Source: an optimization exercise on an open RTL-to-GDS flow (aim: small area, a short achievable clock period and few clock cycles). Production flows keep margins and buffers that such runs may drop.
RTL that was checked went through simulation tests only; none was proved equivalent to the original.
Function not checked in runs 3 to 7: the RTL went through the layout flow alone.
Power and IR drop assume default switching activity.

--- design/flow/design.v ---
module nibbler_enc (
    input  wire        clk,
    input  wire        rst,         
    input  wire        start,
    input  wire [13:0] len,         
    output wire [12:0] in_addr,
    input  wire [7:0]  in_data,
    output reg         out_we,
    output reg  [13:0] out_addr,
    output reg  [7:0]  out_data,
    output wire        busy,
    output reg         done,
    output wire [13:0] written      
);
    reg        s_lit;      
    reg        s_run;      
    reg        s_end;      
    reg        act;        
    reg [1:0]  kc;         
    reg        rq;         
    reg        rqk;        
    reg [12:0] ra;         
    reg [7:0]  r0, r1, r2;
    reg        e01, e12, e23;    
    reg        mv0;              
    reg [13:0] rem;        
    reg [13:0] c;          
    reg [1:0]  lph;        
    reg        fm1;        
    reg        f63;        
    reg        ce;         
    reg [1:0]  lm;         
    reg        lead;       
    reg [1:0]  mark;
    reg [13:0] wp;         
    reg [13:0] ocur0;      
    reg        slot_v;
    reg [13:0] slot_pos;
    reg [3:0]  slot_hi;
    reg        pv;         
    reg [13:0] paddr;
    reg [7:0]  pdata;
    reg        eph;        
    assign busy    = s_lit | s_run | s_end;
    assign in_addr = ra;
    assign written = wp;
    wire [3:0] n0 = (lm == 2'd0) ? {1'b0, c[2:0]} :
                    (lm == 2'd1) ? {2'b10, c[5:4]} : {3'b110, c[12]};
    wire [3:0] n1 = (lm == 2'd1) ? c[3:0] : c[11:8];
    wire [3:0] n2 = c[7:4];
    wire [3:0] n3 = c[3:0];
    wire [1:0] nb = (lm == 2'd2) ? 2'd2 : (lm == 2'd1) ? 2'd1 : {1'b0, ~slot_v};
    wire rem_ok     = ~rem[13];                       
    wire in_lit     = act & s_lit;
    wire in_run     = act & s_run;
    wire rsa        = rem_ok & e01 & e12 & e23 & mv0;  
    wire lit_pre_ld = in_lit & ~lph[1];               
    wire lit_first  = in_lit & lph[1] & ~lph[0];      
    wire lead_hit   = lit_first & lead & rem_ok & e01 & e12 & mv0;
    wire lit_steady = in_lit & lph[1] & lph[0];
    wire lit_endc   = lit_steady & ce;
    wire lit_endr   = lit_steady & ~ce & rsa;
    wire lit_go     = lit_steady & ~ce & ~rsa;
    wire rs1        = lit_go & fm1 & (lm == 2'd0) & slot_v;
    wire rs2        = lit_go & f63 & lm[0];
    wire restart    = rs1 | rs2;
    wire litw       = (lit_first & ~lead_hit) | lit_go;
    wire run_go     = in_run & rem_ok & e01;
    wire run_end    = in_run & ~(rem_ok & e01);
    wire fe         = lit_endc | lit_endr | run_end;   
    wire [13:0] fo  = s_run ? wp : ocur0;
    wire [13:0] fo1 = fo + 14'd1;
    reg         w1v, w2v;
    reg  [13:0] w1a, w2a;
    reg  [7:0]  w1d, w2d;
    reg         ns_v;
    reg  [13:0] ns_pos;
    reg  [3:0]  ns_hi;
    always @* begin
        w1v = 1'b0; w2v = 1'b0;
        w1a = fo;   w2a = fo1;
        w1d = {n0, n1}; w2d = {n2, n3};
        ns_v = 1'b0; ns_pos = fo; ns_hi = n0;
        if (slot_v) begin
            w1v = 1'b1;
            w1a = slot_pos;
            w1d = {slot_hi, n0};
            if (lm == 2'd1) begin
                ns_v = 1'b1; ns_pos = fo; ns_hi = n1;
            end else if (lm == 2'd2) begin
                w2v = 1'b1; w2a = fo; w2d = {n1, n2};
                ns_v = 1'b1; ns_pos = fo1; ns_hi = n3;
            end
        end else begin
            if (lm == 2'd0) begin
                ns_v = 1'b1; ns_pos = fo; ns_hi = n0;
            end else begin
                w1v = 1'b1;
                w2v = (lm == 2'd2);
            end
        end
    end
    wire [13:0] bodylen = wp - 14'd2;
    always @(posedge clk) begin
        out_we <= 1'b0;
        done   <= 1'b0;
        rq     <= 1'b0;
        r0  <= in_data;
        r1  <= r0;
        r2  <= r1;
        e01 <= (in_data == r0);
        e12 <= e01;
        e23 <= e12;
        mv0 <= (in_data == 8'h00) | (in_data == 8'hFF);
        act <= (s_lit | s_run) & ~kc[1] & ~restart & ~lit_endc;
        kc  <= {kc[0], 1'b0};
        if (s_lit | s_run)
            ra <= ra + 13'd1;
        if (act) begin
            rem <= rem - 14'd1;
            c   <= c + 14'd1;
            fm1 <= (c == 14'h3FFE);
            f63 <= (c == 14'd62);
            ce  <= (rem == 14'h3FFB);
            if (s_lit && lph != 2'd3) lph <= lph + 2'd1;
        end
        if (litw) begin
            out_we   <= 1'b1;
            out_addr <= wp;
            out_data <= r2;
            wp       <= wp + 14'd1;
        end else if (fe) begin
            if (pv) begin
                out_we   <= 1'b1;
                out_addr <= paddr;
                out_data <= pdata;
                pv       <= w1v;
                paddr    <= w1a;
                pdata    <= w1d;
            end else begin
                out_we   <= w1v;
                out_addr <= w1a;
                out_data <= w1d;
                pv       <= w2v;
                paddr    <= w2a;
                pdata    <= w2d;
            end
        end else if (pv) begin
            out_we   <= 1'b1;
            out_addr <= paddr;
            out_data <= pdata;
            pv       <= 1'b0;
        end
        if (fe) begin
            slot_v   <= ns_v;
            slot_pos <= ns_pos;
            slot_hi  <= ns_hi;
        end
        if (lit_pre_ld)
            wp <= ocur0 + {12'd0, nb};
        if (lit_first)
            lead <= 1'b0;
        if (lead_hit) begin
            s_lit <= 1'b0;
            s_run <= 1'b1;
            c     <= 14'h3FFB;           
            fm1   <= 1'b0;
            f63   <= 1'b0;
            lm    <= 2'd0;
            mark  <= {1'b0, r0[0]};
            wp    <= ocur0;
        end
        if (lit_go & fm1 & (lm == 2'd0))
            lm <= 2'd1;
        if (restart) begin
            kc  <= 2'b11;
            rq  <= 1'b1;
            rqk <= rs1;
            if (rs2) lm <= 2'd2;
        end
        if (rq) begin
            ra  <= ra - (rqk ? 13'd13 : 13'd77);
            rem <= rem + (rqk ? 14'd11 : 14'd75);
            c   <= 14'h3FF5;             
            lph <= 2'd0;
            fm1 <= 1'b0;
            f63 <= 1'b0;
            ce  <= 1'b0;
        end
        if (lit_endr) begin
            s_lit <= 1'b0;
            s_run <= 1'b1;
            c     <= 14'h3FFB;           
            fm1   <= 1'b0;
            f63   <= 1'b0;
            lm    <= 2'd0;
        end
        if (lit_endc) begin
            s_lit <= 1'b0;
            s_end <= 1'b1;
        end
        if (run_go) begin
            if (fm1) lm <= 2'd1;
            if (f63) lm <= 2'd2;
        end
        if (run_end) begin
            s_run <= 1'b0;
            s_lit <= 1'b1;
            c     <= 14'h3FF6;           
            lph   <= 2'd1;
            fm1   <= 1'b0;
            f63   <= 1'b0;
            lm    <= 2'd0;
            ocur0 <= wp + {12'd0, nb};
        end
        if (s_end && !pv) begin
            if (slot_v) begin
                out_we   <= 1'b1;
                out_addr <= slot_pos;
                out_data <= {slot_hi, 4'd0};
                slot_v   <= 1'b0;
            end else if (!eph) begin
                out_we   <= 1'b1;
                out_addr <= 14'd0;
                out_data <= {mark, bodylen[13:8]};
                eph      <= 1'b1;
            end else begin
                out_we   <= 1'b1;
                out_addr <= 14'd1;
                out_data <= bodylen[7:0];
                done     <= 1'b1;
                s_end    <= 1'b0;
            end
        end
        if (!busy && start) begin
            mark   <= 2'b10;
            slot_v <= 1'b0;
            pv     <= 1'b0;
            eph    <= 1'b0;
            ocur0  <= 14'd2;
            wp     <= 14'd2;
            ra     <= 13'd0;
            kc     <= 2'b10;
            c      <= 14'h3FF5;          
            lph    <= 2'd0;
            fm1    <= 1'b0;
            f63    <= 1'b0;
            ce     <= 1'b0;
            lm     <= 2'd0;
            lead   <= 1'b1;
            rem    <= len - 14'd4;
            s_lit  <= (len != 14'd0);
            s_end  <= (len == 14'd0);
        end
        if (rst) begin
            s_lit  <= 1'b0;
            s_run  <= 1'b0;
            s_end  <= 1'b0;
            act    <= 1'b0;
            rq     <= 1'b0;
            out_we <= 1'b0;
            done   <= 1'b0;
        end
    end
endmodule
--- design/flow/run.sh ---
#!/bin/bash
# synth_recipe.tcl (not shown) runs the flow's synth.tcl, then flattens the netlist and writes it again
# the make line also repeats each setting of config.mk as NAME=value (left out here)
make -C /OpenROAD-flow-scripts/flow DESIGN_CONFIG=/design/flow/config.mk WORK_HOME=/design/flow/orfs CLKGATE_MAP_FILE= SYNTH_SCRIPT=/design/flow/synth_recipe.tcl finish
--- design/flow/config.mk ---
export PLATFORM = sky130hd
export DESIGN_NAME = nibbler_enc
export DESIGN_NICKNAME = nibbler_enc
export VERILOG_FILES = /design/flow/design.v
export SDC_FILE = /design/flow/constraint.sdc
export NUM_CORES = 4
export LEC_CHECK = 0
export CAP_MARGIN = 20
export CORE_MARGIN = 2
export CORE_UTILIZATION = 40
export SETUP_SLACK_MARGIN = 3.0
export SLEW_MARGIN = 20
--- design/flow/constraint.sdc ---
create_clock -name core_clock -period 5.0 [get_ports {clk}]
set_input_delay 1.0000 -clock core_clock [delete_from_list [all_inputs] [get_ports {clk}]]
set_output_delay 1.0000 -clock core_clock [all_outputs]
set_load 0.01 [all_outputs]
==> impl_metrics.yaml, run 1 <==
status:
  status: "timing/DRC/antenna clean"
power_and_ir_drop:
  ir_drop_mv: 0.169
  p_leak_nw: 5.99
  total_power_w: 0.00353
  power_density_nw_per_um2: 220
yosys:
  yosys_warnings: 1
  synth_area_per_cell_um2: 8.73
  synth_ff_type: "dfxtp_1"
  netlist_area_um2: 11000
  ys_ff_latch: 182
  synth-compound-area-share_pct: 17.5
  synth_cells: 1260
  ys_seq_area_share_pct: 40.1
  syn_nets: 1326
  synthMuxAreaShare_pct: 5.31
  async_reset_ff_share_pct: 0
  synth-edff-count: 77
  synth_top_family_by_area: "simple AND/OR/NAND/NOR gates"
  synth.distinct_cells: 71
  synth-adder-area-share_pct: 4.87
  synth_xor_area_share_pct: 7.64
  synth-simple-area-share_pct: 20.0
placement:
  gp_congestion: 0.862
  port_buffers: 76
  hpwl_um: 22200
sta:
  relSlewSlack_pct: 49.4
  min_period_over_period_pct: 50.5
  slew_violations: 0
  fin_crit_ps: 2520
  setup_tns_ps: 0
  rsz0062_at_grt: "yes"
  setup_viol: 0
  finalClockSkew_ps: 17.0
  whs_ps: 316
  finalHoldViolations: 0
  fmax_mhz: 396
  worstMarginPinSlew_ps: 755
floorplanning:
  rows: 60
  die_area_um2: 28800
  coreArea_um2: 27000
  io_pins: 77
  start_util_pct: 40.8
  fp.dieH_um: 170
  dieWidth_um: 170
clock_tree:
  htree_levels: 4
  cts_tree: "done"
  clock_latency_ps: 460
  cts_hold_buf: 0
  clock-sinks: 182
  numCtsBuffers: 17
  cts_root_buf: "clkbuf_16"
  clkTransAtPathRegs_ps: 90
  cts_max_path_buffers: 2
routing:
  postRouteAntennaNets: 0
  dr_wl_met2_um: 18600
  routed-wl-met3_um: 3910
  wl_per_cell_um: 22.2
  wl_um: 40900
  vias: 11206
  drc_errors: 0
  highest_layer: "met4"
  drt-initial-drc-count: 1281
  dr.pass1.iters: 7
  routedLengthMet1_um: 16200
  drt-vias-per-instance: 6.09
grt:
  grt_first_pass_wirelength_um: 58400
  antenna_found_initial: 0
  track_usage_pct: 26.2
  grt_start_max_net_pins: 63
  first_global_vias: 10337
  overflow: 0
setup_path:
  cp.required_ps: 5210
  r2r_setup_slack_ps: 2480
  critical_path_arrival_ps: 2730
  cp_max_fo: 10
  critPathKind: "flop to flop"
  endpoint_kind: "flop"
  crit_path_start_kind: "flop"
cells_and_area:
  final_common_cell: "buf_4"
  fin_util_pct: 59.6
  fillers: 2106
  regArea_um2: 4520
  drive_gt1_share_pct: 40.1
  layout_common_cells: "buf_4, nand2_1, nor2_1"
  multiInputGateArea_um2: 7600
  area_growth_pct: 45.9
  nets: 1550
job:
  cap_viol_max_count: 0
worst_hold_path:
  hp-class: "flop to flop"
## flip-flops by register name (all words and copies together), names as in the netlist, 2 cells and up
register and count:
ocur0 14, ra 13, r0 8, mark 2, rem 14, r1 8
out_data 8, slot_pos 14, lph 2, r2 8, paddr 14, kc 2
wp 14, slot_hi 4, pdata 8, lm 2, c 14, out_addr 14
## where the power goes
group	total [W]	switching (W)	leakage [nW]	internal, W
clock	0.00140	0.000688	0.280	0.000711
combinational	0.000493	0.000263	4.13	0.000230
sequential	0.00163	0.0000486	1.59	0.00159
## per-layer routing
layer | vias up | global-route usage (%)
met4 | 0 | 12.4
met1 | 5372 | 35.0
met3 | 168 | 4.72
met2 | 656 | 41.1
met5 | - | 0
li1 | 5010 | -
## cell families (layout without fill, tap and decap cells)
kind of cell / Yosys count / after routing
fa+ha+maj: 41 / 41
other cells: 0 / 1
xor+xnor: 96 / 96
mux: 56 / 56
flops: 182 / 182
buf+inv: 123 / 355
simple gates: 452 / 457
compound gates: 310 / 310
## worst max-delay path: stages (launching register included)
cell and delay [ps]:
dfxtp_1 690, nand3b_1 380, a221oi_4 510, nand3_2 230
nor4_4 220, xor2_1 180, o21ai_1 70
## cells in the mapped netlist, types with 13 or more instances
| library cell | instances | area share [%] |
|---|---|---|
| a21oi_1 | 100 | 4.6 |
| a31o_2 | 15 | 1.2 |
| a31oi_1 | 13 | 0.74 |
| buf_2 | 13 | 0.59 |
| clkbuf_1 | 61 | 2.1 |
| dfxtp_1 | 105 | 19 |
| edfxtp_1 | 77 | 21 |
| ha_1 | 38 | 4.3 |
| inv_1 | 39 | 1.3 |
| mux2_2 | 19 | 1.9 |
| mux2i_1 | 37 | 3.4 |
| nand2_1 | 131 | 4.5 |
| nand3_1 | 57 | 2.6 |
| nand4_1 | 22 | 1.3 |
| nor2_1 | 101 | 3.4 |
| nor2b_1 | 14 | 0.80 |
| nor3_1 | 41 | 1.9 |
| o21ai_0 | 88 | 4.0 |
| or3_1 | 14 | 0.80 |
| xnor2_1 | 57 | 4.5 |
| xor2_1 | 39 | 3.1 |
## worst paths after layout
kind | end | depth (start not counted) | startpoint
hold reg to reg | r2[5]$_DFF_P_ | 0 | r1[5]$_DFF_P_
setup reg to reg | paddr[13]$_DFFE_PP_ | 6 | ocur0[3]$_SDFFE_PP0P_
setup / recovery | paddr[13]$_DFFE_PP_ | 6 | ocur0[3]$_SDFFE_PP0P_
hold / removal | r2[5]$_DFF_P_ | 0 | r1[5]$_DFF_P_
## cell type report
cell class              count  area share, %
well taps                 341           2.66
inverters                  39           1.01
repair buffers            283           17.1
clock inverters            15          0.990
multi-input cells         960           47.4
repair inverters            1         0.0468
clock buffers              17           2.65
diodes                      1         0.0156
flip-flops and latches    182           28.1
## repair_timing
| action | 4_1_cts | 5_1_grt |
|---|---|---|
| cloned | 15 | 2 |
| pin swaps | 84 | 127 |
| buffers inserted | 118 | 64 |
| setup endpoints to repair | 277 | 186 |
| resized for setup | 467 | 191 |
## stage by stage
stage | instance area [um2] | worst slack (ps) | cells
6_report | 16100 | 2480 | 1839
5_1_grt | 16100 | 2350 | 1838
4_1_cts | 14700 | 2540 | 1772
3_5_place_dp | 12300 | 1690 | 1607
3_3_place_gp | 12300 | 1740 | 1607
2_1_floorplan | 11400 | 2690 | 1260
Testbench counts, summed over its fixed seeds: cycles 457,115.
==> run 2: changes to the inputs <==
--- a/design/flow/config.mk
+++ b/design/flow/config.mk
@@ -9,4 +9,4 @@
 export CORE_MARGIN = 2
 export CORE_UTILIZATION = 40
-export SETUP_SLACK_MARGIN = 3.0
+export SETUP_SLACK_MARGIN = 2.5
 export SLEW_MARGIN = 20
==> run 2 against run 1 <==
Area after synthesis stayed put. Count of clock-buffer cells in the layout grew 2. Design area shrank 17%. Non-clock buffer count decreased by 142. Combinational power is 27% lower. Global-route usage decreased by 4.2 points. First-iteration DRC count decreased by 28%. Still clean on timing, DRC and antenna. Sequential share of layout area up 5.6 points. Highest routed layer unchanged. Via count fell by 13%. Power down 3.7%. Critical path depth unchanged.
==> impl_metrics.yaml, run 2 <==
status:
  status: "timing/DRC/antenna clean"
setup_path:
  worst_r2r_path_depth: 6
  cp_max_fo: 6
  crit_chain: "buf_4, or4_1, or4_4, o21ai_0, nand3b_1, a31o_2"
  cp.required_ps: 5200
  critPathKind: "flop to flop"
  crit_path_start_kind: "flop"
  slowest_stage: "or4_1"
  critical_path_arrival_ps: 2720
  endpoint_kind: "flop"
  cp_slowest_stage_delay_ps: 590
power_and_ir_drop:
  p_int_w: 0.00245
  p_sw_w: 0.000942
  swShare_pct: 27.8
  combPwrFrac_pct: 10.6
  p_leak_nw: 4.77
  pwr-share-clk_pct: 41.2
  power_density_nw_per_um2: 255
  ir_drop_mv: 0.211
  pwr-share-seq_pct: 48.3
yosys:
  async_reset_ff_share_pct: 0
  synth_most_common_cell: "nand2_1"
  ys_seq_area_share_pct: 40.1
  synth.distinct_cells: 71
  ys_ff_latch: 182
  synthTopCellsByCount: "nand2_1, dfxtp_1, nor2_1"
  synth_cells: 1260
  synth_area_per_cell_um2: 8.73
  synth_area_leaders: "edfxtp_1, dfxtp_1, a21oi_1, xnor2_1, nand2_1"
  synth-edff-count: 77
  syn_nets: 1326
  synth_ff_type: "dfxtp_1"
  synth_top_cell_area_share_pct: 21.0
  yosys_warnings: 1
  yosys.area.top_type: "edfxtp_1"
  netlist_area_um2: 11000
sta:
  setup_tns_ps: 0
  setup_viol: 0
  finalClockSkew_ps: 22.5
  rsz0062_at_grt: "yes"
  slew_violations: 0
  relSlewSlack_pct: 47.0
  worstMarginPinSlew_ps: 792
  fin_crit_ps: 2520
  min_period_over_period_pct: 50.4
  fmax_mhz: 397
  finalHoldViolations: 0
cells_and_area:
  nets: 1403
  area_growth_pct: 21.1
  fin_area_um2: 13300
  fillers: 2511
  regArea_um2: 4490
  final_common_cell: "nand2_1"
  layout_common_cells: "nand2_1, nor2_1, a21oi_1"
  diodes: 0
  multiInputGateArea_um2: 6310
  drive_gt1_share_pct: 14.5
routing:
  postRouteAntennaNets: 0
  vias: 9752
  wl_um: 32400
  drc_errors: 0
  drt-vias-per-instance: 5.77
  dr.pass1.iters: 5
  wl_per_cell_um: 19.2
  drt-initial-drc-count: 917
grt:
  antenna_found_initial: 0
  first_global_vias: 9174
  track_usage_pct: 22.0
  grt_first_pass_wirelength_um: 50000
  overflow: 0
  grt_start_max_net_pins: 63
floorplanning:
  dieWidth_um: 170
  io_pins: 77
  rows: 60
  fp.dieH_um: 170
  coreArea_um2: 27000
  start_util_pct: 40.8
  die_area_um2: 28800
placement:
  placed_area_um2: 12000
  port_buffers: 76
  hpwl_um: 21000
  gp_congestion: 0.841
clock_tree:
  clock_latency_ps: 450
  cts_tree: "done"
  htree_levels: 4
  numCtsBuffers: 17
  clock-sinks: 182
  clkTransAtPathRegs_ps: 80
  cts_hold_buf: 0
  cts_max_path_buffers: 2
  cts_root_buf: "clkbuf_16"
worst_hold_path:
  hp-class: "flop to flop"
  hold_path_depth: 0
job:
  cap_viol_max_count: 0
[run 2: cell counts after synthesis]
No cell type changed its count.
[run 2: metal layers]
layer,track usage (%),part of all wire [%]
met1,29.9,45
met2,36.5,48
met4,7.32,1.9
met3,2.58,5.9
met5,0,0
[run 2: worst paths after layout]
path	start	endpoint	slack, ps
setup / recovery	wp[6]$_SDFFE_PP0P_	out_data[5]$_DFFE_PP_	2480
setup reg to reg	wp[6]$_SDFFE_PP0P_	out_data[5]$_DFFE_PP_	2480
hold reg to reg	r1[2]$_DFF_P_	r2[2]$_DFF_P_	320
hold / removal	r1[2]$_DFF_P_	r2[2]$_DFF_P_	320
[run 2: cell type report]
class,count,area share (%)
clock buffers,19,3.41
clock inverters,13,1.16
inverters,39,1.15
multi-input cells,956,47.4
flip-flops and latches,182,33.7
well taps,341,3.20
repair buffers,141,9.93
[run 2: worst max-delay path, delay by kind of cell (launching register included)]
| family | cells | cell delay [ps] |
|---|---|---|
| AO/OA/AOI/OAI | 2 | 520 |
| buffers and inverters | 1 | 150 |
| flip-flops | 1 | 380 |
| AND/OR/NAND/NOR | 3 | 1220 |
[run 2: power groups by stage]
| stage | combinational [W] | sequential (W) | clock [W] |
|---|---|---|---|
| floorplan | 0.000247 | 0.00166 | 0 |
| global route | 0.000401 | 0.00164 | 0.00147 |
| global placement | 0.000342 | 0.00168 | 0 |
| detailed placement | 0.000346 | 0.00168 | 0 |
| finish | 0.000359 | 0.00164 | 0.00140 |
| CTS | 0.000351 | 0.00164 | 0.00141 |
[run 2: cell families after synthesis]
group	synth area share (%)
and+or+nand+nor	20.0
buffers and inverters	4.55
muxes	5.31
AOI/OAI and AO/OA	17.5
DFF	40.1
adders and majority gates	4.87
xor gates and xnor gates	7.64
[run 2: stage by stage]
| step | utilization [%] | hold slack, ps | cells | setup WS, ps | total power, W |
|---|---|---|---|---|---|
| 4_1_cts | 48.1 | 323 | 1665 | 2490 | 0.00341 |
| 3_3_place_gp | 44.5 | 310 | 1611 | 1720 | 0.00202 |
| 6_report | 49.4 | 322 | 1691 | 2480 | 0.00339 |
| 2_1_floorplan | - | 310 | 1260 | 2470 | 0.00190 |
| 3_5_place_dp | 44.5 | 312 | 1611 | 1640 | 0.00203 |
| 5_1_grt | 49.4 | 330 | 1691 | 2400 | 0.00351 |
[run 2: what timing repair did]
item                                    in CTS  in global routing
resized for setup                           72                 33
buffers inserted                            21                 24
pin swaps                                    8                 14
endpoints found under the setup margin     165                 94
cloned                                       1                  2
endpoints found under the hold margin        0                  0
==> run 3: changes to the inputs <==
--- a/design/flow/design.v
+++ b/design/flow/design.v
@@ -20,14 +20,18 @@
     reg        rq;         
     reg        rqk;        
-    reg [12:0] ra;         
+    reg [13:0] ra;         
+    reg [13:0] lim;        
+    reg        rok;        
+    reg [2:0]  q;          
     reg [7:0]  r0, r1, r2;
     reg        e01, e12, e23;    
     reg        mv0;              
-    reg [13:0] rem;        
+    reg        rsa;              
+    reg        lead_ok;          
+    reg        run_ok;           
     reg [13:0] c;          
     reg [1:0]  lph;        
     reg        fm1;        
     reg        f63;        
-    reg        ce;         
     reg [1:0]  lm;         
     reg        lead;       
@@ -43,5 +47,5 @@
     reg        eph;        
     assign busy    = s_lit | s_run | s_end;
-    assign in_addr = ra;
+    assign in_addr = ra[12:0];
     assign written = wp;
     wire [3:0] n0 = (lm == 2'd0) ? {1'b0, c[2:0]} :
@@ -51,11 +55,10 @@
     wire [3:0] n3 = c[3:0];
     wire [1:0] nb = (lm == 2'd2) ? 2'd2 : (lm == 2'd1) ? 2'd1 : {1'b0, ~slot_v};
-    wire rem_ok     = ~rem[13];                       
+    wire ce         = ~rok & (q == 3'd5);             
     wire in_lit     = act & s_lit;
     wire in_run     = act & s_run;
-    wire rsa        = rem_ok & e01 & e12 & e23 & mv0;  
     wire lit_pre_ld = in_lit & ~lph[1];               
     wire lit_first  = in_lit & lph[1] & ~lph[0];      
-    wire lead_hit   = lit_first & lead & rem_ok & e01 & e12 & mv0;
+    wire lead_hit   = lit_first & lead & lead_ok;
     wire lit_steady = in_lit & lph[1] & lph[0];
     wire lit_endc   = lit_steady & ce;
@@ -66,6 +69,6 @@
     wire restart    = rs1 | rs2;
     wire litw       = (lit_first & ~lead_hit) | lit_go;
-    wire run_go     = in_run & rem_ok & e01;
-    wire run_end    = in_run & ~(rem_ok & e01);
+    wire run_go     = in_run & run_ok;
+    wire run_end    = in_run & ~run_ok;
     wire fe         = lit_endc | lit_endr | run_end;   
     wire [13:0] fo  = s_run ? wp : ocur0;
@@ -102,31 +105,38 @@
     end
     wire [13:0] bodylen = wp - 14'd2;
+    wire in_eq = (in_data == r0);
+    wire in_mv = (in_data == 8'h00) | (in_data == 8'hFF);
+    wire rok_n = (ra < lim);
     always @(posedge clk) begin
-        out_we <= 1'b0;
-        done   <= 1'b0;
-        rq     <= 1'b0;
+        out_we   <= 1'b0;
+        out_addr <= wp;
+        out_data <= r2;
+        done     <= 1'b0;
+        rq       <= 1'b0;
+        paddr    <= pv ? w1a : w2a;
+        pdata    <= pv ? w1d : w2d;
         r0  <= in_data;
         r1  <= r0;
         r2  <= r1;
-        e01 <= (in_data == r0);
+        e01 <= in_eq;
         e12 <= e01;
         e23 <= e12;
-        mv0 <= (in_data == 8'h00) | (in_data == 8'hFF);
+        mv0 <= in_mv;
+        rsa     <= rok_n & in_eq & in_mv & e01 & e12;
+        lead_ok <= rok_n & in_eq & in_mv & e01;
+        run_ok  <= rok_n & in_eq;
         act <= (s_lit | s_run) & ~kc[1] & ~restart & ~lit_endc;
         kc  <= {kc[0], 1'b0};
-        if (s_lit | s_run)
-            ra <= ra + 13'd1;
+        rok <= rok_n;
+        ra  <= ra + 14'd1;
         if (act) begin
-            rem <= rem - 14'd1;
+            q   <= rok ? 3'd0 : q + 3'd1;
             c   <= c + 14'd1;
             fm1 <= (c == 14'h3FFE);
             f63 <= (c == 14'd62);
-            ce  <= (rem == 14'h3FFB);
             if (s_lit && lph != 2'd3) lph <= lph + 2'd1;
         end
         if (litw) begin
             out_we   <= 1'b1;
-            out_addr <= wp;
-            out_data <= r2;
             wp       <= wp + 14'd1;
         end else if (fe) begin
@@ -136,6 +146,4 @@
                 out_data <= pdata;
                 pv       <= w1v;
-                paddr    <= w1a;
-                pdata    <= w1d;
             end else begin
                 out_we   <= w1v;
@@ -143,6 +151,4 @@
                 out_data <= w1d;
                 pv       <= w2v;
-                paddr    <= w2a;
-                pdata    <= w2d;
             end
         end else if (pv) begin
@@ -180,11 +186,9 @@
         end
         if (rq) begin
-            ra  <= ra - (rqk ? 13'd13 : 13'd77);
-            rem <= rem + (rqk ? 14'd11 : 14'd75);
+            ra  <= ra - (rqk ? 14'd13 : 14'd77);
             c   <= 14'h3FF5;             
             lph <= 2'd0;
             fm1 <= 1'b0;
             f63 <= 1'b0;
-            ce  <= 1'b0;
         end
         if (lit_endr) begin
@@ -240,5 +244,5 @@
             ocur0  <= 14'd2;
             wp     <= 14'd2;
-            ra     <= 13'd0;
+            ra     <= 14'd0;
             kc     <= 2'b10;
             c      <= 14'h3FF5;          
@@ -246,8 +250,8 @@
             fm1    <= 1'b0;
             f63    <= 1'b0;
-            ce     <= 1'b0;
             lm     <= 2'd0;
             lead   <= 1'b1;
-            rem    <= len - 14'd4;
+            lim    <= (len[13:1] == 13'd0) ? 14'd0 : len - 14'd2;
+            q      <= (len == 14'd1) ? 3'd2 : (len == 14'd2) ? 3'd1 : 3'd0;
             s_lit  <= (len != 14'd0);
             s_end  <= (len == 14'd0);
==> run 3 against run 2 <==
Die area fell by 2.6%. Register-to-register slack worse by 80 ps. Non-clock buffer count is 11 lower. Critical path type unchanged. Critical endpoint is now wp[12]$_SDFFE_PP0P_.
==> impl_metrics.yaml, run 3 <==
status:
  status: "timing/DRC/antenna clean"
yosys:
  syn_nets: 1341
  netlist_area_um2: 10700
  yosys_warnings: 1
  synth_cells: 1272
  async_reset_ff_share_pct: 0
  synth.distinct_cells: 67
  synth_area_per_cell_um2: 8.41
  ys_seq_area_share_pct: 38.3
  synth_top_cell_area_share_pct: 28.2
  synthTopCellsByCount: "dfxtp_1, nor2_1, nand2_1"
  synth_ff_type: "dfxtp_1"
  synth-edff-count: 36
  yosys.area.top_type: "dfxtp_1"
  synth_most_common_cell: "dfxtp_1"
  synth_area_leaders: "dfxtp_1, edfxtp_1, a21oi_1, ha_1, nor2_1"
  ys_ff_latch: 187
routing:
  dr.pass1.iters: 5
  wl_per_cell_um: 19.5
  drc_errors: 0
  drt-initial-drc-count: 940
  postRouteAntennaNets: 0
  wl_um: 32500
  drt-vias-per-instance: 5.92
  vias: 9880
power_and_ir_drop:
  combPwrFrac_pct: 9.8
  p_leak_nw: 4.75
  power_density_nw_per_um2: 266
  p_int_w: 0.00247
  pwr-share-seq_pct: 48.4
  p_sw_w: 0.000918
  ir_drop_mv: 0.230
  swShare_pct: 27.1
  pwr-share-clk_pct: 41.8
sta:
  fin_crit_ps: 2600
  worstMarginPinSlew_ps: 1010
  rsz0062_at_grt: "yes"
  relSlewSlack_pct: 32.6
  min_period_over_period_pct: 52.1
  setup_tns_ps: 0
  finalClockSkew_ps: 13.1
  slew_violations: 0
  setup_viol: 0
  finalHoldViolations: 0
  fmax_mhz: 384
  setup_ws_ps: 2400
job:
  cap_viol_max_count: 0
setup_path:
  rr_startpoint: "lm[0]$_SDFF_PP0_"
  r2r_setup_slack_ps: 2400
  cp_slowest_stage_delay_ps: 450
  worstSetupStartpoint: "lm[0]$_SDFF_PP0_"
  crit_path_end: "wp[12]$_SDFFE_PP0P_"
  critPathKind: "flop to flop"
  endpoint_kind: "flop"
  crit_buf_inv: 3
  rr_endpoint: "wp[12]$_SDFFE_PP0P_"
  critical_path_arrival_ps: 2970
  crit_family: "simple AND/OR/NAND/NOR gates"
  crit_path_start_kind: "flop"
  worst-path-stages: 12
  slowest_stage: "or3_4"
  cp_max_fo: 5
  cp.required_ps: 5370
  worst_r2r_path_depth: 12
  crit_chain: "inv_6, ha_4, inv_4, o21a_1, ha_2, inv_2, fa_2, nand4b_1, or3_4, nor3_4, a21oi_1, a31oi_1"
floorplanning:
  dieWidth_um: 168
  rows: 59
  start_util_pct: 41.0
  io_pins: 77
  fp.dieH_um: 168
  die_area_um2: 28100
  coreArea_um2: 26100
grt:
  track_usage_pct: 22.7
  first_global_vias: 9223
  grt_first_pass_wirelength_um: 50400
  grt_start_max_net_pins: 50
  overflow: 0
  antenna_found_initial: 0
cells_and_area:
  final_cells: 1668
  final_common_cell: "dfxtp_1"
  regArea_um2: 4180
  layout_common_cells: "dfxtp_1, nor2_1, nand2_1"
  nets: 1389
  multiInputGateArea_um2: 6160
  fillers: 2557
  diodes: 0
  drive_gt1_share_pct: 12.8
  area_growth_pct: 18.9
  fin_area_um2: 12700
worst_hold_path:
  hold_start: "r1[3]$_DFF_P_"
  hp-class: "flop to flop"
clock_tree:
  cts_tree: "done"
  clock-sinks: 187
  cts_root_buf: "clkbuf_16"
  cts_max_path_buffers: 2
  clkTransAtPathRegs_ps: 80
  htree_levels: 4
  numCtsBuffers: 17
  clock_latency_ps: 450
placement:
  gp_congestion: 0.854
  hpwl_um: 21300
  port_buffers: 76
  dp_cells: 1597
  placed_area_um2: 11600
  dpl_worst_slack_ps: 1610
[run 3: changes by cell type after synthesis, moves of 17 or more]
cell and change:
and3_1 +19, clkbuf_1 +18, dfxtp_1 +46, edfxtp_1 -41, mux2i_1 -18, nand2_1 -27, nor2_1 +18, o211ai_1 +17
o21ai_0 -25
[run 3: per-layer routing]
layer	vias to the layer above	routed length, um	global-route usage, %	part of all wire, %
met5	-	0	0	0
met4	0	667	7.86	2.0
met3	56	2110	4.11	6.5
met2	372	15400	37.5	47
met1	4753	14400	29.8	44
li1	4699	-	-	-
[run 3: power groups by stage]
stage / Combinational, W / Sequential, W / Clock (W)
floorplan: 0.000197 / 0.00166 / 0
global placement: 0.000287 / 0.00169 / 0
detailed placement: 0.000292 / 0.00169 / 0
CTS: 0.000327 / 0.00164 / 0.00143
global route: 0.000364 / 0.00164 / 0.00149
finish: 0.000332 / 0.00164 / 0.00141
[run 3: kinds of logic after synthesis]
logic type / share of synthesized area (%)
compound gates: 18.7
xor+xnor: 7.28
fa+ha+maj: 5.35
buf+inv: 5.92
flops: 38.3
mux: 2.83
simple gates: 21.6
[run 3: area by class of cell]
type,count,share of cell area [%]
clock inverters,13,1.15
clock buffers,19,3.74
inverters,45,1.42
repair inverters,1,0.0590
well taps,335,3.29
repair buffers,130,9.13
multi-input cells,938,48.4
flip-flops and latches,187,32.8
[run 3: timing repair]
| action | 4_1_cts | 5_1_grt |
|---|---|---|
| gates cloned | 1 | 1 |
| hold buffers | 0 | 0 |
| endpoints found under the setup margin | 164 | 80 |
| endpoints found under the hold margin | 0 | 0 |
| pin swaps | 15 | 14 |
| resized for setup | 92 | 33 |
| buffers inserted | 23 | 14 |
[run 3: worst min-delay path by stage]
stage / slack (ps) / depth (start not counted) / to
5_1_grt: 340 / 0 / r2[1]$_DFF_P_
3_5_place_dp: 310 / 0 / r2[4]$_DFF_P_
6_report: 330 / 0 / r2[3]$_DFF_P_
3_3_place_gp: 310 / 0 / r2[3]$_DFF_P_
2_1_floorplan: 310 / 0 / r2[0]$_DFF_P_
4_1_cts: 330 / 0 / r2[4]$_DFF_P_
[run 3: through the flow]
stage / hold slack, ps / util, % / power [W]
2_1_floorplan: 310 / - / 0.00185
3_3_place_gp: 311 / 44.3 / 0.00198
3_5_place_dp: 313 / 44.3 / 0.00199
4_1_cts: 332 / 47.8 / 0.00340
5_1_grt: 337 / 48.7 / 0.00350
6_report: 331 / 48.7 / 0.00338
==> run 4: changes to the inputs <==
--- a/design/flow/config.mk
+++ b/design/flow/config.mk
@@ -9,4 +9,4 @@
 export CORE_MARGIN = 2
 export CORE_UTILIZATION = 40
-export SETUP_SLACK_MARGIN = 2.5
+export SETUP_SLACK_MARGIN = 2.2
 export SLEW_MARGIN = 20
==> run 4 against run 3 <==
First-iteration DRC count up 1.6%. Fmax down 5.6%. Count of clock-buffer cells in the layout unchanged. Sequential share of layout area up 0.64 points. Via count down 3.3%. Highest routed layer unchanged.
==> impl_metrics.yaml, run 4 <==
placement:
  port_buffers: 76
  gp_congestion: 0.869
  placed_area_um2: 11600
  dpl_worst_slack_ps: 1470
  hpwl_um: 21200
clock_tree:
  numCtsBuffers: 17
  cts_root_buf: "clkbuf_16"
  clkTransAtPathRegs_ps: 70
  clock_latency_ps: 460
  cts_tree: "done"
  htree_levels: 4
  clock-sinks: 187
  cts_max_path_buffers: 2
routing:
  wl_per_cell_um: 18.7
  vias: 9551
  drt-initial-drc-count: 955
  dr.pass1.iters: 5
  drc_errors: 0
  wl_um: 30500
  drt-vias-per-instance: 5.84
  postRouteAntennaNets: 0
yosys:
  synth_top_cell_area_share_pct: 28.2
  synth_ff_type: "dfxtp_1"
  syn_nets: 1341
  synth_area_per_cell_um2: 8.41
  ys_seq_area_share_pct: 38.3
  ys_ff_latch: 187
  yosys.area.top_type: "dfxtp_1"
  synth.distinct_cells: 67
  synth_most_common_cell: "dfxtp_1"
  synth_area_leaders: "dfxtp_1, edfxtp_1, a21oi_1, ha_1, nor2_1"
  synth_cells: 1272
  async_reset_ff_share_pct: 0
  synth-edff-count: 36
  yosys_warnings: 1
  synthTopCellsByCount: "dfxtp_1, nor2_1, nand2_1"
  netlist_area_um2: 10700
cells_and_area:
  fillers: 2542
  diodes: 0
  area_growth_pct: 15.2
  layout_common_cells: "dfxtp_1, nor2_1, nand2_1"
  fin_area_um2: 12300
  nets: 1357
  final_common_cell: "dfxtp_1"
  drive_gt1_share_pct: 7.99
setup_path:
  critical_path_arrival_ps: 3120
  endpoint_kind: "flop"
  cp_max_fo: 9
  cp.required_ps: 5360
  crit_path_start_kind: "flop"
  critPathKind: "flop to flop"
power_and_ir_drop:
  ir_drop_mv: 0.233
  total_power_w: 0.00336
  power_density_nw_per_um2: 272
  p_leak_nw: 4.54
grt:
  antenna_found_initial: 0
  grt_first_pass_wirelength_um: 48800
  overflow: 0
  first_global_vias: 8893
  grt_start_max_net_pins: 50
  met1_usage_pct: 29.7
  met2_usage_pct: 35.1
  use_met3_pct: 4.09
  track_usage_pct: 21.9
  top_usage_layer: "met2"
sta:
  rsz0062_at_grt: "yes"
  setup_viol: 0
  slew_violations: 0
  fin_crit_ps: 2760
  fmax_mhz: 363
  setup_tns_ps: 0
  finalClockSkew_ps: 20.1
  setup_ws_ps: 2240
  finalHoldViolations: 0
  whs_ps: 329
  min_period_over_period_pct: 55.2
  relSlewSlack_pct: 24.6
  worstMarginPinSlew_ps: 1130
status:
  status: "timing/DRC/antenna clean"
floorplanning:
  die_area_um2: 28100
  rows: 59
  io_pins: 77
  start_util_pct: 41.0
  coreArea_um2: 26100
  fp.dieH_um: 168
  dieWidth_um: 168
job:
  cap_viol_max_count: 0
worst_hold_path:
  hp-class: "flop to flop"
[run 4: cell counts after synthesis]
Identical to the previous run, type by type.
[run 4: cell type report]
cell class	count	area (um2)	area share [%]
timing repair inverter	1	7.51	0.0609
inverter	45	173	1.40
tap	335	419	3.40
clock buffer	19	475	3.86
timing repair buffer	99	931	7.55
sequential	187	4130	33.5
clock inverter	13	140	1.14
multi-input combinational	937	6050	49.1
[run 4: worst max-delay path: stages (launching register included)]
cell      delay [ps]
edfxtp_1         390
inv_1             70
ha_1             150
nand3b_1         160
a21boi_1         770
nor2_2           260
buf_4            260
o41a_1           400
a32oi_1          230
[run 4: per-stage QoR]
step	utilization [%]	cells
5_1_grt	47.2	1636
3_3_place_gp	44.2	1597
3_5_place_dp	44.2	1597
4_1_cts	46.9	1632
6_report	47.2	1636
2_1_floorplan	-	1272
[run 4: power breakdown]
group / leakage, nW / total, W / internal, W / switching (W)
Clock: 0.305 / 0.00140 / 0.000727 / 0.000678
Combinational: 2.66 / 0.000293 / 0.000145 / 0.000148
Sequential: 1.58 / 0.00166 / 0.00159 / 0.0000750
[run 4: per-layer routing]
metal | vias up | part of all wire [%]
li1 | 4649 | -
met1 | 4502 | 46
met2 | 356 | 46
met3 | 44 | 6.0
met4 | 0 | 1.9
met5 | - | 0
[run 4: what timing repair did]
| action | CTS | global route |
|---|---|---|
| cloned | 1 | 0 |
| endpoints found under the setup margin | 92 | 32 |
| pin swaps | 4 | 3 |
| hold buffers | 0 | 0 |
| resized for setup | 34 | 11 |
| setup buffers | 2 | 4 |
[run 4: final timing paths]
check                                    start                  end  slack [ps]  cells after the start
worst max-delay path            q[1]$_DFFE_PP_  out_data[7]$_DFF_P_        2240                      8
worst min-delay path             r1[3]$_DFF_P_        r2[3]$_DFF_P_         330                      0
worst max register to register  q[1]$_DFFE_PP_  out_data[7]$_DFF_P_        2240                      8
worst min register to register   r1[3]$_DFF_P_        r2[3]$_DFF_P_         330                      0
[run 4: cells by family (layout without fill, tap and decap cells)]
logic type      after synthesis  after routing  share of synthesized area (%)
flops                       187            187                           38.3
xor+xnor                     89             89                           7.28
mux                          29             29                           2.83
compound gates              311            311                           18.7
buf+inv                     148            177                           5.92
simple gates                464            464                           21.6
fa+ha+maj                    44             44                           5.35
==> run 5: changes to the inputs <==
==> design/flow/flow/run.sh (new file) <==
#!/bin/bash
# The standard layout (standard.sh), except that the input and output
# port buffers are plain buffers (buf_2) instead of the default delay-buffer
# cell, so the resizer can size them like the other buffers. Every port still
# gets its own buffer. make's full output goes to make.log here; ORFS keeps
# each step's own log under orfs/logs.
set -euo pipefail
bash standard.sh "BUFFER_PORTS_ARGS=-buffer_cell sky130_fd_sc_hd__buf_2" finish > make.log 2>&1
==> design/flow/standard.sh (new file) <==
#!/bin/bash
# synth_recipe.tcl (not shown) runs the flow's synth.tcl, then flattens the netlist and writes it again
# the make line also repeats each setting of config.mk as NAME=value (left out here)
make -C /OpenROAD-flow-scripts/flow DESIGN_CONFIG=/design/flow/config.mk WORK_HOME=/design/flow/orfs CLKGATE_MAP_FILE= SYNTH_SCRIPT=/design/flow/synth_recipe.tcl "${@:-finish}"
--- a/design/flow/config.mk
+++ b/design/flow/config.mk
@@ -9,4 +9,4 @@
 export CORE_MARGIN = 2
 export CORE_UTILIZATION = 40
-export SETUP_SLACK_MARGIN = 2.2
+export SETUP_SLACK_MARGIN = 2.5
 export SLEW_MARGIN = 20
removed: design/flow/run.sh
==> run 5 against run 4 <==
Highest routed layer unchanged. Non-clock buffer count increased by 11. Final cell count up 0.73%. Synthesized cell count unchanged. Utilization is 0.60 points lower. First-iteration DRC count increased by 12%. Sequential cell count unchanged. Setup slack gained 190 ps. Largest power group unchanged. Count of clock-buffer cells in the layout decreased by 2. Critical path depth rose by 4.
==> impl_metrics.yaml, run 5 <==
floorplanning:
  coreArea_um2: 26100
  dieWidth_um: 168
  io_pins: 77
  die_area_um2: 28100
  start_util_pct: 41.0
  fp.dieH_um: 168
  rows: 59
power_and_ir_drop:
  p_leak_nw: 4.66
  power_density_nw_per_um2: 274
  ir_drop_mv: 0.238
routing:
  drc_errors: 0
  dr.pass1.iters: 6
  drt-initial-drc-count: 1065
  drt-vias-per-instance: 5.89
  wl_per_cell_um: 19.1
  wl_um: 31400
  vias: 9699
  postRouteAntennaNets: 0
setup_path:
  rr_startpoint: "lm[0]$_SDFF_PP0_"
  worst_r2r_path_depth: 12
  endpoint_kind: "flop"
  r2r_setup_slack_ps: 2430
  cp_slowest_stage_delay_ps: 470
  critical_path_arrival_ps: 2930
  crit_chain: "inv_6, ha_4, inv_4, o21a_1, ha_2, inv_2, fa_2, nand4b_1, or3_4, nor3_4, a21oi_1, a31oi_1"
  rr_endpoint: "wp[12]$_SDFFE_PP0P_"
  slowest_stage: "or3_4"
  cp.required_ps: 5370
  crit_path_start_kind: "flop"
  cp_max_fo: 5
  critPathKind: "flop to flop"
  crit_buf_inv: 3
  crit_family: "simple AND/OR/NAND/NOR gates"
sta:
  fmax_mhz: 389
  setup_tns_ps: 0
  setup_viol: 0
  finalHoldViolations: 0
  slew_violations: 0
  finalClockSkew_ps: 16.8
  worstMarginPinSlew_ps: 1030
  fin_crit_ps: 2570
  rsz0062_at_grt: "yes"
  relSlewSlack_pct: 31.3
  min_period_over_period_pct: 51.4
grt:
  overflow: 0
  track_usage_pct: 22.4
  grt_first_pass_wirelength_um: 50000
  grt_start_max_net_pins: 50
  first_global_vias: 9157
  antenna_found_initial: 0
yosys:
  ys_ff_latch: 187
  synth.distinct_cells: 67
  synth_area_leaders: "dfxtp_1, edfxtp_1, a21oi_1, ha_1, nor2_1"
  async_reset_ff_share_pct: 0
  ys_seq_area_share_pct: 38.3
  synthTopCellsByCount: "dfxtp_1, nor2_1, nand2_1"
  netlist_area_um2: 10700
  synth_cells: 1272
  synth_area_per_cell_um2: 8.41
  syn_nets: 1341
  synth_top_cell_area_share_pct: 28.2
  synth-edff-count: 36
  synth_ff_type: "dfxtp_1"
  yosys.area.top_type: "dfxtp_1"
  yosys_warnings: 1
  synth_most_common_cell: "dfxtp_1"
cells_and_area:
  nets: 1369
  diodes: 0
  area_growth_pct: 13.7
  final_cells: 1648
  final_common_cell: "dfxtp_1"
  layout_common_cells: "dfxtp_1, nor2_1, nand2_1"
  fin_util_pct: 46.6
  drive_gt1_share_pct: 16.6
worst_hold_path:
  hold_start: "r1[1]$_DFF_P_"
  hold_end: "r2[1]$_DFF_P_"
  hp-class: "flop to flop"
  hold_path_depth: 0
clock_tree:
  cts_tree: "done"
  clkTransAtPathRegs_ps: 80
  htree_levels: 4
  clock-sinks: 187
  cts_root_buf: "clkbuf_16"
  cts_max_path_buffers: 2
  numCtsBuffers: 17
  cts_hold_buf: 0
  clock_latency_ps: 450
status:
  status: "timing/DRC/antenna clean"
placement:
  hpwl_um: 21400
  dp_cells: 1599
  gp_congestion: 0.866
  port_buffers: 76
job:
  cap_viol_max_count: 0
-- run 5: worst register-to-register path, delay by kind of cell (launching register included) --
family / cells / cell delay, ps
DFF: 1 / 370
adders and majority gates: 3 / 720
and+or+nand+nor: 3 / 880
AOI/OAI and AO/OA: 3 / 380
buffers and inverters: 3 / 140
-- run 5: area by class of cell --
class,instances,area [um2]
timing repair buffer,110,636
clock buffer,17,425
sequential,187,4130
clock inverter,15,188
fill,2577,14000
timing repair inverter,1,7.51
inverter,45,184
multi-input combinational,938,6180
tap,335,419
-- run 5: worst max-delay path by stage --
stage	from	slack [ps]	cells after the start	to
after detailed placement	s_run$_SDFFE_PP0P_	1530	6	pv$_SDFFE_PP0N_
after floorplan	len[5]	2230	5	s_lit$_SDFFE_PP0P_
final	lm[0]$_SDFF_PP0_	2430	12	wp[12]$_SDFFE_PP0P_
after CTS	lm[1]$_SDFF_PP0_	2490	8	slot_pos[8]$_DFFE_PN_
after global placement	s_run$_SDFFE_PP0P_	1640	6	out_addr[0]$_DFF_P_
after global routing	lm[0]$_SDFF_PP0_	2340	12	wp[12]$_SDFFE_PP0P_
-- run 5: layer usage --
| layer | part of all wire (%) | vias up | global-route usage (%) |
|---|---|---|---|
| met5 | 0 | - | 0 |
| met4 | 2.6 | 0 | 8.28 |
| met3 | 6.6 | 60 | 3.83 |
| met2 | 45 | 365 | 35.6 |
| met1 | 45 | 4596 | 30.5 |
| li1 | - | 4678 | - |
-- run 5: power by group --
group / leakage (nW) / switching [W] / internal (W)
clock: 0.300 / 0.000715 / 0.000686
sequential: 1.58 / 0.0000681 / 0.00158
combinational: 2.78 / 0.000158 / 0.000116
total: 4.66 / 0.000941 / 0.00239
-- run 5: what timing repair did --
action,in CTS,in global routing
resized for setup,35,37
cloned,2,0
pin swaps,6,9
setup endpoints to repair,121,59
buffers inserted,10,5
-- run 5: through the flow --
step	setup slack (ps)	cell area (um2)	total power [W]	hold slack (ps)
after floorplan	2230	10800	0.00185	310
after global placement	1640	11200	0.00195	310
after detailed placement	1530	11200	0.00195	312
after CTS	2490	12000	0.00335	332
after global routing	2340	12200	0.00345	336
final	2430	12200	0.00333	331
-- run 5: kinds of logic after synthesis --
logic type,synth area share [%]
AOI/OAI and AO/OA,18.7
muxes,2.83
and+or+nand+nor,21.6
adders and majority gates,5.35
xor gates and xnor gates,7.28
buffers and inverters,5.92
DFF,38.3
==> run 6: changes to the inputs <==
--- a/design/flow/config.mk
+++ b/design/flow/config.mk
@@ -9,4 +9,4 @@
 export CORE_MARGIN = 2
 export CORE_UTILIZATION = 40
-export SETUP_SLACK_MARGIN = 2.5
+export SETUP_SLACK_MARGIN = 2.8
 export SLEW_MARGIN = 20
==> run 6 against run 5 <==
Still clean on timing, DRC and antenna. Count of clock-buffer cells in the layout unchanged. Setup slack improved by 100 ps. Synthesized cell count unchanged. Area after synthesis unchanged. Power decreased by 0.43%. Critical path type is now primary input to flop. Critical endpoint is now s_lit$_SDFFE_PP0P_. Highest routed layer unchanged.
==> impl_metrics.yaml, run 6 <==
floorplanning:
  start_util_pct: 41.0
  fp.dieH_um: 168
  dieWidth_um: 168
  rows: 59
  die_area_um2: 28100
  coreArea_um2: 26100
  io_pins: 77
grt:
  antenna_found_initial: 0
  first_global_vias: 9272
  track_usage_pct: 23.0
  grt_first_pass_wirelength_um: 51200
  overflow: 0
  grt_start_max_net_pins: 50
yosys:
  yosys.area.top_type: "dfxtp_1"
  synthTopCellsByCount: "dfxtp_1, nor2_1, nand2_1"
  yosys_warnings: 1
  netlist_area_um2: 10700
  synth-edff-count: 36
  ys_seq_area_share_pct: 38.3
  synth_ff_type: "dfxtp_1"
  synth_area_leaders: "dfxtp_1, edfxtp_1, a21oi_1, ha_1, nor2_1"
  synth_most_common_cell: "dfxtp_1"
  async_reset_ff_share_pct: 0
  syn_nets: 1341
  ys_ff_latch: 187
  synth_area_per_cell_um2: 8.41
  synth_cells: 1272
  synth.distinct_cells: 67
  synth_top_cell_area_share_pct: 28.2
setup_path:
  r2r_setup_slack_ps: 2570
  cpMostUsedCell: "or4_4"
  critPathKind: "primary input to flop"
  cp.required_ps: 5330
  crit_buf_inv: 1
  crit_family: "simple AND/OR/NAND/NOR gates"
  slowest_stage: "or4_4"
  crit_path_start_kind: "primary input"
  endpoint_kind: "flop"
  cp_slowest_stage_delay_ps: 520
  crit_chain: "buf_6, or4_4, or4_4, or4_4, a32oi_1, nor2_1"
  critical_path_arrival_ps: 2800
  cp_max_fo: 3
placement:
  dp_cells: 1597
  placed_area_um2: 11200
  gp_congestion: 0.869
  port_buffers: 76
  hpwl_um: 21400
clock_tree:
  clock-sinks: 187
  cts_tree: "done"
  clkTransAtPathRegs_ps: 80
  htree_levels: 4
  cts_max_path_buffers: 2
  numCtsBuffers: 17
  cts_root_buf: "clkbuf_16"
  clock_latency_ps: 440
sta:
  min_period_over_period_pct: 49.4
  setup_tns_ps: 0
  finalHoldViolations: 0
  fin_crit_ps: 2470
  worstMarginPinSlew_ps: 966
  setup_viol: 0
  rsz0062_at_grt: "yes"
  relSlewSlack_pct: 35.2
  finalClockSkew_ps: 14.9
  slew_violations: 0
  fmax_mhz: 405
power_and_ir_drop:
  p_leak_nw: 5.02
  ir_drop_mv: 0.173
  swShare_pct: 27.9
  power_density_nw_per_um2: 255
  pwr-share-seq_pct: 49.7
  combPwrFrac_pct: 9.4
  p_int_w: 0.00239
  pwr-share-clk_pct: 41.0
  p_sw_w: 0.000926
routing:
  dr_wl_met2_um: 15600
  highest_layer: "met4"
  drc_errors: 0
  vias: 10062
  drt-initial-drc-count: 968
  wl_um: 33400
  drt-vias-per-instance: 5.90
  routed-wl-met3_um: 2670
  dr.pass1.iters: 5
  wl_per_cell_um: 19.6
  postRouteAntennaNets: 0
  routedLengthMet1_um: 14300
cells_and_area:
  regArea_um2: 4170
  area_growth_pct: 21.4
  multiInputGateArea_um2: 6450
  final_common_cell: "dfxtp_1"
  fin_util_pct: 49.7
  final_cells: 1705
  drive_gt1_share_pct: 23.3
  diodes: 0
  fillers: 2496
  nets: 1426
  fin_area_um2: 13000
  layout_common_cells: "dfxtp_1, nor2_1, nand2_1"
status:
  status: "timing/DRC/antenna clean"
worst_hold_path:
  hp-class: "flop to flop"
job:
  cap_viol_max_count: 0
## run 6: area by class of cell
| type | instances | share of cell area (%) |
|---|---|---|
| timing repair buffer | 163 | 8.85 |
| multi-input combinational | 940 | 49.6 |
| sequential | 187 | 32.1 |
| inverter | 45 | 1.55 |
| clock buffer | 17 | 3.27 |
| timing repair inverter | 3 | 0.164 |
| tap | 335 | 3.23 |
| clock inverter | 15 | 1.19 |
## run 6: worst paths after layout
| kind | from | cells past startpoint | endpoint |
|---|---|---|---|
| worst max-delay path | len[6] | 6 | s_lit$_SDFFE_PP0P_ |
| worst min-delay path | r1[3]$_DFF_P_ | 0 | r2[3]$_DFF_P_ |
| worst max register to register | lm[0]$_SDFF_PP0_ | 12 | wp[12]$_SDFFE_PP0P_ |
| worst min register to register | r1[3]$_DFF_P_ | 0 | r2[3]$_DFF_P_ |
## run 6: metal layers
| layer | vias to the layer above | track usage (%) |
|---|---|---|
| met5 | - | 0 |
| met4 | 0 | 8.43 |
| met3 | 66 | 5.25 |
| met2 | 414 | 37.3 |
| met1 | 4792 | 30.2 |
| li1 | 4790 | - |
## run 6: repair_timing
item                       in CTS  in global routing
gates cloned                    3                  3
gates resized for setup        92                 70
pin swaps                      29                 29
setup endpoints to repair     179                117
hold buffers                    0                  0
buffers inserted               34                 36
## run 6: stage by stage
step	power [W]	setup slack, ps	hold WS [ps]
after floorplan	0.00185	2230	310
after global placement	0.00195	1610	311
after detailed placement	0.00195	1520	313
after CTS	0.00331	2460	332
after global routing	0.00344	2460	336
final	0.00331	2530	329
## run 6: worst reg2reg max path, stage by stage (launching register included)
cell and delay [ps]:
dfxtp_4 370, inv_4 40, ha_4 170, inv_4 50, o21a_1 160, ha_2 200, inv_2 40, fa_2 360
nand4b_1 250, or3_4 390, nor3_2 110, a21oi_1 70, a31oi_1 160
## run 6: power by group through the flow
stage	clock network, W	logic, W	registers [W]
final	0.00136	0.000311	0.00165
after global routing	0.00144	0.000347	0.00165
after CTS	0.00138	0.000281	0.00165
after detailed placement	0	0.000271	0.00168
after global placement	0	0.000267	0.00168
after floorplan	0	0.000198	0.00166
## run 6: cell families after synthesis
kind of cell	share of synthesized area (%)
multiplexers	2.83
flip-flops	38.3
AO/OA/AOI/OAI	18.7
buffers and inverters	5.92
AND/OR/NAND/NOR	21.6
adder cells (fa/ha/maj)	5.35
XOR/XNOR	7.28
==> run 7: changes to the inputs <==
--- a/design/flow/design.v
+++ b/design/flow/design.v
@@ -13,4 +13,5 @@
     output wire [13:0] written      
 );
+    reg        busy_r;     
     reg        s_lit;      
     reg        s_run;      
@@ -46,5 +47,5 @@
     reg [7:0]  pdata;
     reg        eph;        
-    assign busy    = s_lit | s_run | s_end;
+    assign busy    = busy_r;
     assign in_addr = ra[12:0];
     assign written = wp;
@@ -72,6 +73,10 @@
     wire run_end    = in_run & ~run_ok;
     wire fe         = lit_endc | lit_endr | run_end;   
+    wire [13:0] wp1 = wp + 14'd1;
+    wire [13:0] wp2 = {wp[13:1] + 13'd1, wp[0]};
+    wire [13:0] op1 = ocur0 + 14'd1;
+    wire [13:0] op2 = {ocur0[13:1] + 13'd1, ocur0[0]};
     wire [13:0] fo  = s_run ? wp : ocur0;
-    wire [13:0] fo1 = fo + 14'd1;
+    wire [13:0] fo1 = s_run ? wp1 : op1;
     reg         w1v, w2v;
     reg  [13:0] w1a, w2a;
@@ -139,5 +144,5 @@
         if (litw) begin
             out_we   <= 1'b1;
-            wp       <= wp + 14'd1;
+            wp       <= wp1;
         end else if (fe) begin
             if (pv) begin
@@ -164,5 +169,5 @@
         end
         if (lit_pre_ld)
-            wp <= ocur0 + {12'd0, nb};
+            wp <= nb[1] ? op2 : nb[0] ? op1 : ocur0;
         if (lit_first)
             lead <= 1'b0;
@@ -216,5 +221,5 @@
             f63   <= 1'b0;
             lm    <= 2'd0;
-            ocur0 <= wp + {12'd0, nb};
+            ocur0 <= nb[1] ? wp2 : nb[0] ? wp1 : wp;
         end
         if (s_end && !pv) begin
@@ -235,4 +240,5 @@
                 done     <= 1'b1;
                 s_end    <= 1'b0;
+                busy_r   <= 1'b0;
             end
         end
@@ -256,4 +262,5 @@
             s_lit  <= (len != 14'd0);
             s_end  <= (len == 14'd0);
+            busy_r <= 1'b1;
         end
         if (rst) begin
@@ -261,4 +268,5 @@
             s_run  <= 1'b0;
             s_end  <= 1'b0;
+            busy_r <= 1'b0;
             act    <= 1'b0;
             rq     <= 1'b0;
==> design/flow/run.sh (new file) <==
#!/bin/bash
# synth_recipe.tcl (not shown) runs the flow's synth.tcl, then flattens the netlist and writes it again
# the make line also repeats each setting of config.mk as NAME=value (left out here)
make -C /OpenROAD-flow-scripts/flow DESIGN_CONFIG=/design/flow/config.mk WORK_HOME=/design/flow/orfs CLKGATE_MAP_FILE= SYNTH_SCRIPT=/design/flow/synth_recipe.tcl finish
--- a/design/flow/config.mk
+++ b/design/flow/config.mk
@@ -9,4 +9,4 @@
 export CORE_MARGIN = 2
 export CORE_UTILIZATION = 40
-export SETUP_SLACK_MARGIN = 2.8
+export SETUP_SLACK_MARGIN = 2.5
 export SLEW_MARGIN = 20
removed: design/flow/flow/run.sh
removed: design/flow/standard.sh
==> run 7 against run 6 <==
First-iteration DRC count increased by 6.4%. Critical path type is now flop to output port. Utilization decreased by 1.7 points. Area after synthesis decreased by 0.49%. Power decreased by 2.4%. Fmax decreased by 0.60%. Sequential share of layout area increased by 1.3 points. Largest power group unchanged. Combinational power decreased by 35%. Hold slack got worse by 0.73 ps. Register-to-register slack about the same. Largest cell class unchanged. Sequential cell count increased by 1. Via count decreased by 2.8%.
==> impl_metrics.yaml, run 7 <==
status:
  status: "timing/DRC/antenna clean"
clock_tree:
  numCtsBuffers: 17
  htree_levels: 4
  clkTransAtPathRegs_ps: 80
  clock-sinks: 188
  cts_tree: "done"
  cts_root_buf: "clkbuf_16"
  cts_hold_buf: 0
  cts_max_path_buffers: 2
  clock_latency_ps: 460
yosys:
  yosys.area.top_type: "dfxtp_1"
  synth_area_per_cell_um2: 8.36
  synthMuxAreaShare_pct: 3.69
  synth-simple-area-share_pct: 19.3
  synth-adder-area-share_pct: 4.65
  async_reset_ff_share_pct: 0
  synth-compound-area-share_pct: 19.4
  ys_seq_area_share_pct: 38.7
  yosys_warnings: 1
  ys_ff_latch: 188
  synth_area_leaders: "dfxtp_1, edfxtp_1, xnor2_1, a21oi_1, nor2_1"
  netlist_area_um2: 10700
  synth_most_common_cell: "dfxtp_1"
  synth_top_cell_area_share_pct: 28.6
  syn_nets: 1338
  synth_top_family_by_area: "compound AO/OA/AOI/OAI gates"
  synth_cells: 1274
  synth-edff-count: 36
  synth_ff_type: "dfxtp_1"
  synthTopCellsByCount: "dfxtp_1, nor2_1, nand2_1"
  synth.distinct_cells: 80
  synth_xor_area_share_pct: 7.89
setup_path:
  rr_endpoint: "ocur0[11]$_SDFFE_PP0P_"
  crit_buf_inv: 1
  cp_max_fo: 12
  worstSetupStartpoint: "wp[2]$_SDFFE_PP0P_"
  crit_path_start_kind: "flop"
  cp.required_ps: 4000
  worst_r2r_path_depth: 8
  crit_path_end: "written[2]"
  worst-path-stages: 1
  crit_chain: "clkdlybuf4s50_1"
  r2r_setup_slack_ps: 2580
  endpoint_kind: "output port"
  rr_startpoint: "lm[1]$_SDFF_PP0_"
  crit_family: "buffers and inverters"
  critPathKind: "flop to output port"
  slowest_stage: "clkdlybuf4s50_1"
  critical_path_arrival_ps: 1480
  cp_slowest_stage_delay_ps: 570
worst_hold_path:
  hp-class: "flop to flop"
  hold_start: "r1[5]$_DFF_P_"
sta:
  fmax_mhz: 403
  slew_violations: 0
  relSlewSlack_pct: 41.6
  rsz0062_at_grt: "yes"
  worstMarginPinSlew_ps: 873
  finalHoldViolations: 0
  finalClockSkew_ps: 8.04
  setup_viol: 0
  setup_tns_ps: 0
  fin_crit_ps: 2480
  min_period_over_period_pct: 49.7
routing:
  drt-vias-per-instance: 5.91
  wl_um: 32500
  wl_per_cell_um: 19.7
  postRouteAntennaNets: 0
  vias: 9776
  drc_errors: 0
  drt-initial-drc-count: 1030
  dr.pass1.iters: 16
cells_and_area:
  final_common_cell: "nor2_1"
  fillers: 2547
  nets: 1371
  diodes: 0
  area_growth_pct: 17.8
  layout_common_cells: "nor2_1, dfxtp_1, nand2_1"
  fin_util_pct: 48.0
  drive_gt1_share_pct: 11.7
  fin_area_um2: 12500
power_and_ir_drop:
  p_int_w: 0.00238
  combPwrFrac_pct: 6.2
  p_sw_w: 0.000857
  ir_drop_mv: 0.175
  p_leak_nw: 4.56
  power_density_nw_per_um2: 258
  pwr-share-clk_pct: 43.8
  swShare_pct: 26.5
  pwr-share-seq_pct: 49.9
floorplanning:
  start_util_pct: 40.8
  coreArea_um2: 26100
  rows: 59
  die_area_um2: 27900
  dieWidth_um: 167
  io_pins: 77
  fp.dieH_um: 167
placement:
  gp_congestion: 0.894
  hpwl_um: 22500
  placed_area_um2: 11500
  port_buffers: 76
grt:
  overflow: 0
  grt_start_max_net_pins: 54
  antenna_found_initial: 0
  grt_first_pass_wirelength_um: 50100
  first_global_vias: 8971
  track_usage_pct: 22.8
job:
  cap_viol_max_count: 0
run 7: cell types whose count changed in the layout (fill, tap and decap cells not counted), moves of 16 or more:
cell	delta
clkdlybuf4s50_1	+72
o22ai_1	+18
buf_6	-20
xnor2_1	+26
o21ai_0	+18
and3_1	-20
o211ai_1	-24
buf_2	-71
nor2_1	+27
xor2_1	-16
buf_4	-36
run 7: power by group through the flow:
stage	logic (W)	clock network, W	registers, W
CTS	0.000200	0.00144	0.00162
global route	0.000224	0.00149	0.00162
floorplan	0.000122	0	0.00164
global placement	0.000193	0	0.00166
finish	0.000202	0.00142	0.00162
detailed placement	0.000197	0	0.00166
run 7: logic make-up (layout without fill, tap and decap cells):
logic type | count (synthesis) | count (layout)
compound gates | 327 | 327
fa+ha+maj | 39 | 39
xor+xnor | 96 | 96
mux | 37 | 37
flops | 188 | 188
buf+inv | 152 | 197
simple gates | 435 | 436
run 7: worst min path at each step:
stage / to / slack, ps / cells after the start
after floorplan: r2[0]$_DFF_P_ / 310 / 0
after global placement: r2[1]$_DFF_P_ / 310 / 0
after detailed placement: r2[1]$_DFF_P_ / 310 / 0
after CTS: r2[7]$_DFF_P_ / 330 / 0
after global routing: r2[0]$_DFF_P_ / 340 / 0
final: r2[5]$_DFF_P_ / 330 / 0
run 7: cell type report:
class / instances / area (um2) / share of cell area, %
Clock buffer: 18 / 450 / 3.59
Clock inverter: 14 / 159 / 1.27
Inverter: 49 / 190 / 1.52
Multi-Input combinational cell: 935 / 5980 / 47.7
Sequential cell: 188 / 4190 / 33.4
Tap cell: 335 / 419 / 3.34
Timing Repair Buffer: 116 / 1150 / 9.19
run 7: worst reg2reg max path, delay by kind of cell, from the launching register on:
kind | cells | cell delay, ps
simple gates | 3 | 940
compound gates | 2 | 400
fa+ha+maj | 1 | 380
flops | 1 | 340
xor+xnor | 1 | 150
buf+inv | 1 | 110
run 7: routing by layer:
metal | vias up | wire, um | track usage, %
met2 | 409 | 15000 | 36.6
met3 | 81 | 1950 | 2.74
met4 | 0 | 1330 | 11.8
li1 | 4606 | - | -
met1 | 4680 | 14300 | 30.3
met5 | - | 0 | 0
run 7: per-stage QoR:
step / std cells / worst slack (ps) / hold WS, ps / total power [W]
floorplan: 1274 / 2520 / 310 / 0.00176
global placement: 1599 / 1900 / 313 / 0.00185
detailed placement: 1599 / 1860 / 315 / 0.00185
CTS: 1636 / 2440 / 333 / 0.00325
global route: 1655 / 2420 / 341 / 0.00334
finish: 1655 / 2520 / 328 / 0.00324
run 7: repair_timing:
action / CTS / global route
pin swaps: 2 / 5
buffers inserted: 4 / 17
cloned: 1 / 2
resized for setup: 49 / 29
endpoints found under the setup margin: 128 / 90

[re-timing with driven ports]
Ports are ideal in the flow. The routed layouts listed here were re-timed in OpenROAD. Step 1 (the two cells are an assumption about what drives the block):
set clk [get_ports {clk}]
set_driving_cell -lib_cell sky130_fd_sc_hd__clkbuf_16 $clk
set_driving_cell -lib_cell sky130_fd_sc_hd__buf_2 [delete_from_list [all_inputs] $clk]
Step 2, shift: input delay + t, output delay - t, t = (earliest + latest rising clock arrival at the registers) / 2. This alone moves slack from input paths to output paths. Slacks: no drivers / after step 1 / after step 2; pairs: no drivers / after step 1.
run	t, ns	slack for setup (ns)	latest minus earliest clock arrival (ns)	slew at the worst register clock pin (ns)
run 1	0.497	2.476 / 2.476 / 2.465	0.018 / 0.019	0.09 / 0.09
run 2	0.489	2.479 / 2.469 / 2.139	0.023 / 0.023	0.09 / 0.09
run 3	0.488	2.396 / 2.361 / 2.015	0.013 / 0.013	0.08 / 0.08
run 4	0.494	2.242 / 2.233 / 1.782	0.021 / 0.020	0.08 / 0.08
run 5	0.488	2.430 / 2.430 / 2.035	0.017 / 0.018	0.08 / 0.08
run 6	0.486	2.532 / 2.552 / 2.065	0.015 / 0.015	0.08 / 0.08
run 7	0.498	2.517 / 2.473 / 2.058	0.009 / 0.010	0.08 / 0.08
After both steps every run listed still meets setup and hold. For run 6, which loses most, drivers alone change the setup slack by +0.020 ns; drivers and shift together by -0.467 ns.
